Source: an optimization exercise on an open RTL-to-GDS flow (aim: small area, a short achievable clock period and few clock cycles). Production flows keep margins and buffers that such runs may drop. For this run, only the layout was checked, not whether the RTL still works. Power is estimated from default activity; no workload was simulated.

## flow/run.sh

```bash
#!/bin/bash
# synth_recipe.tcl (not shown) runs the flow's synth.tcl, then flattens the netlist and writes it again
# the make line also repeats each setting of config.mk as NAME=value (left out here)
make -C /OpenROAD-flow-scripts/flow DESIGN_CONFIG=/design/flow/config.mk WORK_HOME=/design/flow/orfs CLKGATE_MAP_FILE= SYNTH_SCRIPT=/design/flow/synth_recipe.tcl finish
```

## flow/config.mk

```make
export PLATFORM = sky130hd
export DESIGN_NAME = pluto_rx
export DESIGN_NICKNAME = pluto_rx
export VERILOG_FILES = /design/flow/design.v
export SDC_FILE = /design/flow/constraint.sdc
export NUM_CORES = 4
export LEC_CHECK = 0
export CAP_MARGIN = 20
export CORE_MARGIN = 2
export CORE_UTILIZATION = 40
export SETUP_SLACK_MARGIN = 5
export SLEW_MARGIN = 20
```

## flow/constraint.sdc

```tcl
create_clock -name core_clock -period 10.0 [get_ports {clk}]
set_input_delay 2.0000 -clock core_clock [delete_from_list [all_inputs] [get_ports {clk}]]
set_output_delay 2.0000 -clock core_clock [all_outputs]
set_load 0.01 [all_outputs]
```

## flow/design.v

```verilog
module pluto_rx_step (
    input  wire [15:0] blk,
    output wire [2:0]  mis
);
    localparam [15:0] P16 = 16'hB4E5;
    wire [15:0] e = blk ^ P16;
    integer k;
    reg [4:0] s;
    always @* begin
        s = 5'd0;
        for (k = 0; k < 16; k = k + 1)
            s = s + {4'd0, e[k]};
    end
    assign mis = (s > 5'd7) ? 3'd7 : s[2:0];
endmodule
module pluto_rx (
    input  wire        clk,
    input  wire        rst,
    input  wire        cmd_valid,
    output wire        cmd_ready,
    input  wire [7:0]  cmd,
    input  wire        in_valid,
    output wire        in_ready,
    input  wire [7:0]  in_data,
    input  wire [3:0]  in_nbits,
    input  wire        in_last,
    output reg         out_valid,
    output reg  [7:0]  out_byte,
    output reg         rsp_valid,
    output wire [3:0]  rsp_status,
    output reg  [2:0]  rsp_sub,
    output reg  [31:0] rsp_value
);
    localparam [1:0] OP_CRC = 2'd0, OP_DEC = 2'd1, OP_FIND = 2'd2, OP_ILL = 2'd3;
    localparam [1:0] ST_OK = 2'd0, ST_NONE = 2'd1, ST_ILLEGAL = 2'd2;
    localparam [31:0] MAX_LEN = 32'd50_000_000;
    function [31:0] crc_byte(input [31:0] c, input [7:0] d);
        integer k;
        reg [31:0] r;
        begin
            r = c ^ {24'd0, d};
            for (k = 0; k < 8; k = k + 1)
                r = r[0] ? ((r >> 1) ^ 32'hEDB88320) : (r >> 1);
            crc_byte = r;
        end
    endfunction
    reg        phase;               
    reg [1:0]  op, rate;            
    reg [7:0]  X;                   
    reg [3:0]  t0_m;                
    reg        t0_beat, t0_last, t0_cmd, t0_ill;
    assign cmd_ready = ~phase;
    assign in_ready  = phase;
    wire cmd_fire  = cmd_valid & ~phase;
    wire in_fire   = in_valid & phase;
    wire cmd_crc   = (cmd == 8'h40);
    wire cmd_dec   = (cmd[7:2] == 6'b1000_00);
    wire cmd_find  = (cmd == 8'h90);
    wire cmd_legal = cmd_crc | cmd_dec | cmd_find;
    always @(posedge clk) begin
        if (rst) begin
            phase   <= 1'b0;
            t0_beat <= 1'b0;
            t0_cmd  <= 1'b0;
            t0_ill  <= 1'b0;
        end else begin
            t0_beat <= in_fire;
            t0_cmd  <= cmd_fire & cmd_legal;
            t0_ill  <= cmd_fire & ~cmd_legal;
            if (cmd_fire & cmd_legal)
                phase <= 1'b1;
            else if (in_fire & in_last)
                phase <= 1'b0;
        end
        if (cmd_fire) begin
            op   <= cmd_crc ? OP_CRC : (cmd_dec ? OP_DEC : OP_FIND);
            rate <= cmd[1:0];
        end
        X       <= in_data;
        t0_last <= in_last;
        t0_m    <= !in_last ? 4'd8 : (in_nbits > 4'd8 ? 4'd8 : in_nbits);
    end
    reg  [11:0] bc;                 
    reg  [78:0] W;                  
    reg  [30:0] R;                  
    reg  [8:0]  rm;                 
    reg         lenbad;
    reg  [1:0]  gp;                 
    reg  [1:0]  cy;                 
    reg  [7:1]  cur;                
    reg  [2:0]  accn;               
    reg  [23:0] U1, U2, U3, U4, U5, U6;
    wire is_dec  = (op == OP_DEC);
    wire is_find = (op == OP_FIND);
    wire is_crc  = (op == OP_CRC);
    wire hdr_lt8 = (bc[11:3] == 9'd0);
    wire [86:0] V = {W, X};
    wire x0 = X[7], x1 = X[6], x2 = X[5], x3 = X[4];
    wire x4 = X[3], x5 = X[2], x6 = X[1], x7 = X[0];
    function maj(input a, input b, input c);
        maj = (a & b) | (a & c) | (b & c);
    endfunction
    reg [7:0] mm;
    always @* begin
        case (t0_m)
        4'd0: mm = 8'h00; 4'd1: mm = 8'h01; 4'd2: mm = 8'h03; 4'd3: mm = 8'h07;
        4'd4: mm = 8'h0F; 4'd5: mm = 8'h1F; 4'd6: mm = 8'h3F; 4'd7: mm = 8'h7F;
        default: mm = 8'hFF;
        endcase
    end
    wire        u3   = (rate == 2'd3);
    wire        pay  = t0_beat & is_dec & ~hdr_lt8 & ~lenbad;
    wire [7:0]  vm   = pay ? (mm & rm[7:0]) : 8'h00;
    wire        paydone = ((rm & ~{1'b0, mm}) == 9'd0);
    reg [8:0] rm_n;
    always @* begin
        rm_n = 9'h1FF;
        if (R[30:6] == 25'd0) begin
            if (!u3) begin
                case (R[5:0])
                6'd9:  rm_n = 9'h001; 6'd10: rm_n = 9'h003; 6'd11: rm_n = 9'h007;
                6'd12: rm_n = 9'h00F; 6'd13: rm_n = 9'h01F; 6'd14: rm_n = 9'h03F;
                6'd15: rm_n = 9'h07F; 6'd16: rm_n = 9'h0FF;
                default: rm_n = 9'h1FF;
                endcase
            end else begin
                case (R[5:0])
                6'd25, 6'd26, 6'd27: rm_n = 9'h001;
                6'd28, 6'd29, 6'd30: rm_n = 9'h003;
                6'd31, 6'd32, 6'd33: rm_n = 9'h007;
                6'd34, 6'd35, 6'd36: rm_n = 9'h00F;
                6'd37, 6'd38, 6'd39: rm_n = 9'h01F;
                6'd40, 6'd41, 6'd42: rm_n = 9'h03F;
                6'd43, 6'd44, 6'd45: rm_n = 9'h07F;
                6'd46, 6'd47, 6'd48: rm_n = 9'h0FF;
                default: rm_n = 9'h1FF;
                endcase
            end
        end
    end
    reg [5:0] dd, vj;
    always @* begin
        case (rate)
        2'd0: begin
            dd = {x0 | x1, x2 | x3, x4 | x5, x6 | x7, 2'b00};
            vj = {vm[1], vm[3], vm[5], vm[7], 2'b00};
        end
        2'd1: case (gp)
            2'd0: begin
                dd = {maj(x0, x1, x2), maj(x3, x4, x5), 4'b0000};
                vj = {vm[2], vm[5], 4'b0000};
            end
            2'd1: begin
                dd = {maj(cy[0], x0, x1), maj(x2, x3, x4), maj(x5, x6, x7), 3'b000};
                vj = {vm[1], vm[4], vm[7], 3'b000};
            end
            default: begin
                dd = {maj(cy[1], cy[0], x0), maj(x1, x2, x3), maj(x4, x5, x6), 3'b000};
                vj = {vm[0], vm[3], vm[6], 3'b000};
            end
            endcase
        2'd2: case (gp)
            2'd0: begin
                dd = {x0, x1, x3, x4, x6, x7};
                vj = {vm[0], vm[1], vm[3], vm[4], vm[6], vm[7]};
            end
            2'd1: begin
                dd = {x0, x2, x3, x5, x6, 1'b0};
                vj = {vm[0], vm[2], vm[3], vm[5], vm[6], 1'b0};
            end
            default: begin
                dd = {x1, x2, x4, x5, x7, 1'b0};
                vj = {vm[1], vm[2], vm[4], vm[5], vm[7], 1'b0};
            end
            endcase
        default: begin
            dd = {x0, x1, x2, x4, x5, x6};
            vj = {vm[0], vm[1], vm[2], vm[4], vm[5], vm[6]};
        end
        endcase
    end
    wire [2:0]  k    = {vj[2], (vj[4] & ~vj[2]) | vj[0],
                        (vj[5] & ~vj[4]) | (vj[3] & ~vj[2]) | (vj[1] & ~vj[0])};
    wire [5:0]  ddm  = dd & vj;
    wire [15:0] B    = {cur, 9'd0} | ({ddm, 10'd0} >> accn);
    reg         emit;
    always @* begin
        case (accn)
        3'd2: emit = vj[0];
        3'd3: emit = vj[1];
        3'd4: emit = vj[2];
        3'd5: emit = vj[3];
        3'd6: emit = vj[4];
        3'd7: emit = vj[5];
        default: emit = 1'b0;
        endcase
    end
    function [2:0] sadd(input [2:0] a, input [2:0] b);
        reg [3:0] s;
        begin
            s = {1'b0, a} + {1'b0, b};
            sadd = s[3] ? 3'd7 : s[2:0];
        end
    endfunction
    wire [23:0] Snew, Dn;
    wire [7:0]  lane_ok;
    genvar gi;
    generate
        for (gi = 0; gi < 8; gi = gi + 1) begin : g_lane
            pluto_rx_step u_blk (.blk(V[86-gi -: 16]), .mis(Snew[3*gi +: 3]));
            assign Dn[3*gi +: 3] = sadd(Snew[3*gi +: 3], U6[3*gi +: 3]);
            assign lane_ok[gi] = mm[gi] &&
                ((bc >= 12'd16) || (bc == 12'd15 && gi == 7)) &&
                ((bc <= 12'd3764) || (bc == 12'd3765 && gi <= 6));
        end
    endgenerate
    reg [23:0] U3n, U5n;
    integer li;
    always @* begin
        for (li = 0; li < 8; li = li + 1) begin
            U3n[3*li +: 3] = sadd(U2[3*li +: 3], Snew[3*li +: 3]);
            U5n[3*li +: 3] = sadd(U4[3*li +: 3], Snew[3*li +: 3]);
        end
    end
    reg        t1_cmd, t1_end, t1_bv;
    reg [1:0]  t1_op, t1_sub;
    reg [23:0] t1_d;
    reg [7:0]  t1_lv;
    always @(posedge clk) begin
        if (rst) begin
            t1_cmd    <= 1'b0;
            t1_end    <= 1'b0;
            t1_bv     <= 1'b0;
            out_valid <= 1'b0;
        end else begin
            t1_cmd    <= t0_cmd;
            t1_end    <= t0_ill | (t0_beat & t0_last);
            t1_bv     <= t0_beat & (is_crc ? mm[7] : (is_dec & emit));
            out_valid <= t0_beat & is_dec & emit;
        end
        t1_op   <= t0_ill ? OP_ILL : op;
        if (hdr_lt8 && (bc[2:0] != 3'd7 || !mm[7])) t1_sub <= 2'd1;
        else if (lenbad)                            t1_sub <= 2'd2;
        else if (hdr_lt8 || !paydone)               t1_sub <= 2'd3;
        else                                        t1_sub <= 2'd0;
        out_byte <= is_dec ? B[15:8] : X;
        t1_d    <= Dn;
        t1_lv   <= (t0_beat && is_find) ? lane_ok : 8'd0;
        if (t0_cmd) begin
            bc   <= 12'd0;
            gp   <= 2'd0;
            cur  <= 7'd0;
            accn <= 3'd0;
        end else if (t0_beat) begin
            if (bc != 12'hFFF) bc <= bc + 12'd1;
            if (!(is_dec && !hdr_lt8)) W <= V[78:0];
            U1 <= Snew; U2 <= U1; U3 <= U3n; U4 <= U3; U5 <= U5n; U6 <= U5;
            if (is_dec && bc == 12'd4) begin
                lenbad <= (W[31:0] == 32'd0) || (W[31:0] > MAX_LEN);
                rm     <= 9'h1FF;
                case (rate)
                2'd0: R <= {W[26:0], 4'd0};
                2'd1: R <= {W[26:0], 4'd0} + {W[27:0], 3'd0};
                2'd2: R <= {W[27:0], 3'd0} + {W[28:0], 2'd0};
                default: R <= {W[25:0], 5'd0};
                endcase
            end
            if (pay) begin
                if (rm[8]) R <= {R[30:3] - (u3 ? 28'd3 : 28'd1), R[2:0]};
                rm   <= rm[8] ? rm_n : 9'd0;
                gp   <= (rate[1] == rate[0]) ? 2'd0 :
                        (gp == 2'd0 ? 2'd2 : (gp == 2'd2 ? 2'd1 : 2'd0));
                cy   <= {x6, x7};
                cur  <= emit ? B[7:1] : B[15:9];
                accn <= accn + k;
            end
        end
    end
    reg [31:0] crc;
    reg [2:0]  bestd;               
    reg [14:0] bestoff;             
    reg        stop;
    reg        t2_end;
    reg [1:0]  t2_op, t2_sub;
    function [6:0] pick(input [6:0] a, input [6:0] b);    
        begin
            if (a[6])                pick = a;
            else if (b[5:3] < a[5:3]) pick = b;
            else                      pick = {b[6], a[5:0]};
        end
    endfunction
    wire [6:0] L [0:7];
    generate
        for (gi = 0; gi < 8; gi = gi + 1) begin : g_leaf
            assign L[gi] = t1_lv[gi] ? {t1_d[3*gi +: 3] <= 3'd2, t1_d[3*gi +: 3], gi[2:0]}
                                     : {1'b0, 3'd7, gi[2:0]};
        end
    endgenerate
    wire [6:0] P01 = pick(L[0], L[1]), P23 = pick(L[2], L[3]);
    wire [6:0] P45 = pick(L[4], L[5]), P67 = pick(L[6], L[7]);
    wire [6:0] P03 = pick(P01, P23), P47 = pick(P45, P67);
    wire [6:0] PA  = pick(P03, P47);
    always @(posedge clk) begin
        if (rst) t2_end <= 1'b0;
        else     t2_end <= t1_end;
        t2_op  <= t1_op;
        t2_sub <= t1_sub;
        if (t1_cmd) begin
            crc   <= 32'hFFFF_FFFF;
            bestd <= 3'd7;
            stop  <= 1'b0;
        end else begin
            if (t1_bv) crc <= crc_byte(crc, out_byte);
            if (!stop) begin
                if (PA[5:3] < bestd) begin
                    bestd   <= PA[5:3];
                    bestoff <= {bc, PA[2:0]};
                end
                if (PA[6]) stop <= 1'b1;
            end
        end
    end
    reg [1:0] st;
    assign rsp_status = {2'b00, st};
    wire [14:0] off = bestoff - 15'd135;
    always @(posedge clk) begin
        if (rst) rsp_valid <= 1'b0;
        else     rsp_valid <= t2_end;
        case (t2_op)
        OP_CRC: begin
            st <= ST_OK; rsp_sub <= 3'd0; rsp_value <= ~crc;
        end
        OP_DEC: begin
            rsp_value <= 32'd0;
            if (t2_sub != 2'd0) begin
                st <= ST_NONE; rsp_sub <= {1'b0, t2_sub};
            end else if (~crc != W[31:0]) begin
                st <= ST_NONE; rsp_sub <= 3'd6;
            end else begin
                st <= ST_OK; rsp_sub <= 3'd0;
            end
        end
        OP_FIND: begin
            rsp_sub <= 3'd0;
            if (bestd != 3'd7) begin
                st <= ST_OK; rsp_value <= {17'd0, off};
            end else begin
                st <= ST_NONE; rsp_value <= 32'd0;
            end
        end
        default: begin
            st <= ST_ILLEGAL; rsp_sub <= 3'd0; rsp_value <= 32'd0;
        end
        endcase
    end
endmodule
```

==> metrics.md <==
| Metric | Value |
|---|---|
| Run status | `finished clean` |
| Period minus WS final | `5.259 ns` |
| Antenna Nets Post-Route | `0` |
| Max incr delay on CP | `0.52 ns` |
| Largest net degree at the start of global routing | `88` |
| Number of global-route vias before repair | `19.75k` |
| Post-Syn Area per Cell | `10.54 sq um` |
| 1st-iter DRT viols | `1692` |
| Ant. Diodes | `0` |
| Slew Limit Headroom | `32.35%` |
| First-pass DRT Iterations | `5` |
| Critical Path Source Type | `flip-flop` |
| Tcrit/Tclk final | `52.59%` |
| Cell Area, Placed | `28390 sq um` |
| Drc violations | `0` |
| Critical path capture point type | `flip-flop` |
| GRT Total Usage | `20.16%` |
| Netlist cell types | `94` |
| Row count | `94` |
| Clock Sinks | `457` |
| Hold path depth | `0` |
| Worst-case vdd ir drop | `0.1137 mV` |
| Slowest CP cell | `fa_1` |
| Yosys reg bits | `457` |
| Leak Pwr | `12.40 nW` |
| CTS root buffer | `clkbuf_16` |
| Post-synth EDFFs | `285` |
| # port buffers | `73` |
| Die Footprint | `68640 sq um` |
| Unrepaired setup endpoints after global routing | `true` |
| Hold Startpoint | `t1_op[1]` |
| Actual slew at the worst max-slew pin | `1.005 ns` |
| Area delta synth->final | `23.66%` |
| Ys Warns | `2` |
| First-pass GRT wire length | `108.7 mm` |
| Die Wd | `262 microns` |
| MaxCap Viol Count | `0` |
| Pwr Density | `135.5 nW/um^2` |
| Multi-input gate area | `15390 sq um` |
| Via count | `19.73k` |
| Htree depth | `2` |
| Final number of hold-violating endpoints | `0` |
| Post-route design area | `32920 sq um` |
| Die Ht | `262 microns` |
| Yosys top cell by area | `edfxtp_1` |
| FILL cells | `5745` |
| Worst r2r path cells | `18` |
| Nets@finish | `3031` |
| Predominant post-synthesis flop cell | `edfxtp_1` |
| CTS Buf Count | `50` |
| Sequential-to-total area share from yosys stat | `45.08%` |
| Finished Layout Cells | `3607` |
| Storage element area | `12010 sq um` |
| Top-count cell post-synth | `edfxtp_1` |
| FF-to-FF setup slack | `4.74 ns` |
| Hold EP | `t2_op[1]` |
| Post-detailed-placement half-perimeter wirelength | `49.68 mm` |
| Max Clock Skew | `0.01951 ns` |
| Area contributors post-synth | `edfxtp_1, dfxtp_1, ha_1` |
| Cell mode on critical path | `fa_1` |
| Final setup violation count | `0` |
| Initial antenna violation count | `0` |
| Setup TNS | `0 ns` |
| Starting Density | `40.43%` |
| Top cell type's share of synthesized area | `32.14%` |
| Async S/R FF share, synth | `0%` |
| Synth cell count leaders | `edfxtp_1, nand2_1, inv_1` |
| Via density | `5.470` |
| Netlist Area Pre-Place | `26630 sq um` |
| Final WL | `70.68 mm` |
| Core area | `65860 sq um` |
| CP cell instances | `ha_1 > inv_1 > fa_1 > inv_2 > fa_1 > fa_1 > inv_1 > fa_1 > fa_2 > fa_2 > nand2_1 > mux2_4 > nor2_4 > buf_4 > buf_6 > nand2_8 > fa_2 > or3_1` |
| CP Class | `flip-flop to flip-flop` |
| Clock transition at path regs | `0.06 ns` |
| Worst Hold Slack | `0.3307 ns` |
| Reg2reg start | `W[60]` |
| Required @ worst endpoint | `10.34 ns` |
| Max-slew violation count | `0` |
| WL/cell | `19.60 microns` |
| Clock buffer depth | `3` |
| Layout cells sized above 1 | `19.69%` |
| Synth Instances | `2526` |
| Clk Latency, worst-skew pair | `0.61 ns` |
| CTS tree | `yes` |
| Worst Path Arrival | `5.60 ns` |
| Worst r2r dst | `U3[13]` |
| HP Class | `flip-flop to flip-flop` |
| Routability cong. | `0.9071` |
| Maximum fanout along the worst path | `6` |
| Placed Instances | `3401` |
| Maximum clock frequency | `190.1 MHz` |
| Global route overflow | `0` |
| I/O Pins | `76` |
registers in the layout (all words and copies together) (netlist names), 12 cells and up, named ones only:
name       count
t1_d          24
U1            24
crc           32
bestoff       15
U5            24
U3            24
bc            12
rsp_value     32
W             79
U4            24
R             31
U2            24
U6            24
how the worst max path moves through the flow:
stage / end / start / slack [ns]
floorplan: U5[1] / W[63] / 4.82
global placement: t1_d[1] / W[63] / 4.51
CTS: U3[3] / W[63] / 4.76
finish: U3[13] / W[60] / 4.74
global route: U3[13] / W[59] / 4.59
detailed placement: t1_d[1] / W[63] / 4.42
report_power, final:
part           internal, W  total [W]  switching (W)  leakage, nW
logic             0.000204   0.000431       0.000228         7.59
registers          0.00202    0.00208      0.0000570         3.95
clock network      0.00116    0.00195       0.000788        0.866
per-layer routing:
metal	track usage [%]	share of wire (%)	wire, microns
met1	26.69	44	30940
met2	34.68	49	34860
met3	2.373	4.3	3025
met4	6.011	2.6	1858
met5	0	0	0
critical path, delay by kind of cell, from the launching register on:
kind          cells  cell delay (ns)
fa+ha+maj         8             3.44
buf+inv           5             0.38
flops             1             0.43
mux               1             0.15
simple gates      4             0.59
placed cells by master, fill, tap and decap left out, drive strengths merged, types with 44 or more instances in the layout:
cell	netlist	layout
edfxtp	285	285
nand2	221	221
inv	210	208
ha	196	196
dfxtp	172	172
o21ai	169	169
nor2	158	158
a21oi	138	138
buf	18	127
fa	107	107
xor2	82	82
clkbuf	59	77
clkdlybuf4s50	0	73
xnor2	71	71
or3	61	61
nor2b	61	61
nand3	56	56
nand2b	52	52
nor3	44	44
repair_timing:
| action | 4_1_cts | 5_1_grt |
|---|---|---|
| hold buffers | 0 | 0 |
| resized for setup | 230 | 140 |
| endpoints found under the hold margin | 0 | 0 |
| pin swaps | 70 | 64 |
| setup endpoints to repair | 90 | 90 |
| gates cloned | 0 | 1 |
| buffers inserted | 77 | 34 |
through the flow:
| step | setup WS (ns) | util, % | power (W) |
|---|---|---|---|
| after global placement | 4.509 | 43.11 | 0.002498 |
| after CTS | 4.760 | 48.46 | 0.004476 |
| after detailed placement | 4.417 | 43.11 | 0.002503 |
| after floorplan | 4.819 | - | 0.002391 |
| final | 4.741 | 49.99 | 0.004462 |
| after global routing | 4.589 | 49.99 | 0.004625 |
cells by family after synthesis:
kind of cell               after synthesis  share of synthesized area [%]
buffers and inverters                  288                          4.333
muxes                                   39                          1.532
adders and majority gates              304                          17.29
AOI/OAI and AO/OA                      524                          12.46
xor gates and xnor gates               154                          5.117
and+or+nand+nor                        759                          14.17
DFF                                    457                          45.08
other                                    1                        0.01408
area by class of cell:
| class | instances | area share, % |
|---|---|---|
| multi-input combinational | 1782 | 46.75 |
| sequential | 457 | 36.48 |
| timing repair buffer | 201 | 5.624 |
| clock buffer | 76 | 4.876 |
| tap | 864 | 3.283 |
| inverter | 211 | 2.501 |
| clock inverter | 16 | 0.4826 |

==> re-timing with driven ports <==
Ports are ideal in the flow. The routed layout listed here was re-timed in OpenROAD.
Step 1: set_driving_cell puts a clkbuf_16 on clk and a buf_2 on each other input, an assumption about the parent block.
Step 2 also shifts input and output timing later by t, the mid clock arrival at the registers, as if the neighbouring blocks saw the same clock.
Slacks: no drivers / after step 1 / after step 2; pairs: no drivers / after step 1.
t, ns: 0.665
slack for setup (ns): 4.741 / 4.741 / 4.741
clock arrival spread, ns: 0.020 / 0.021
After both steps this run still meets setup and hold. For this run, drivers alone change the setup slack by 0.000 ns; drivers and shift together by 0.000 ns.
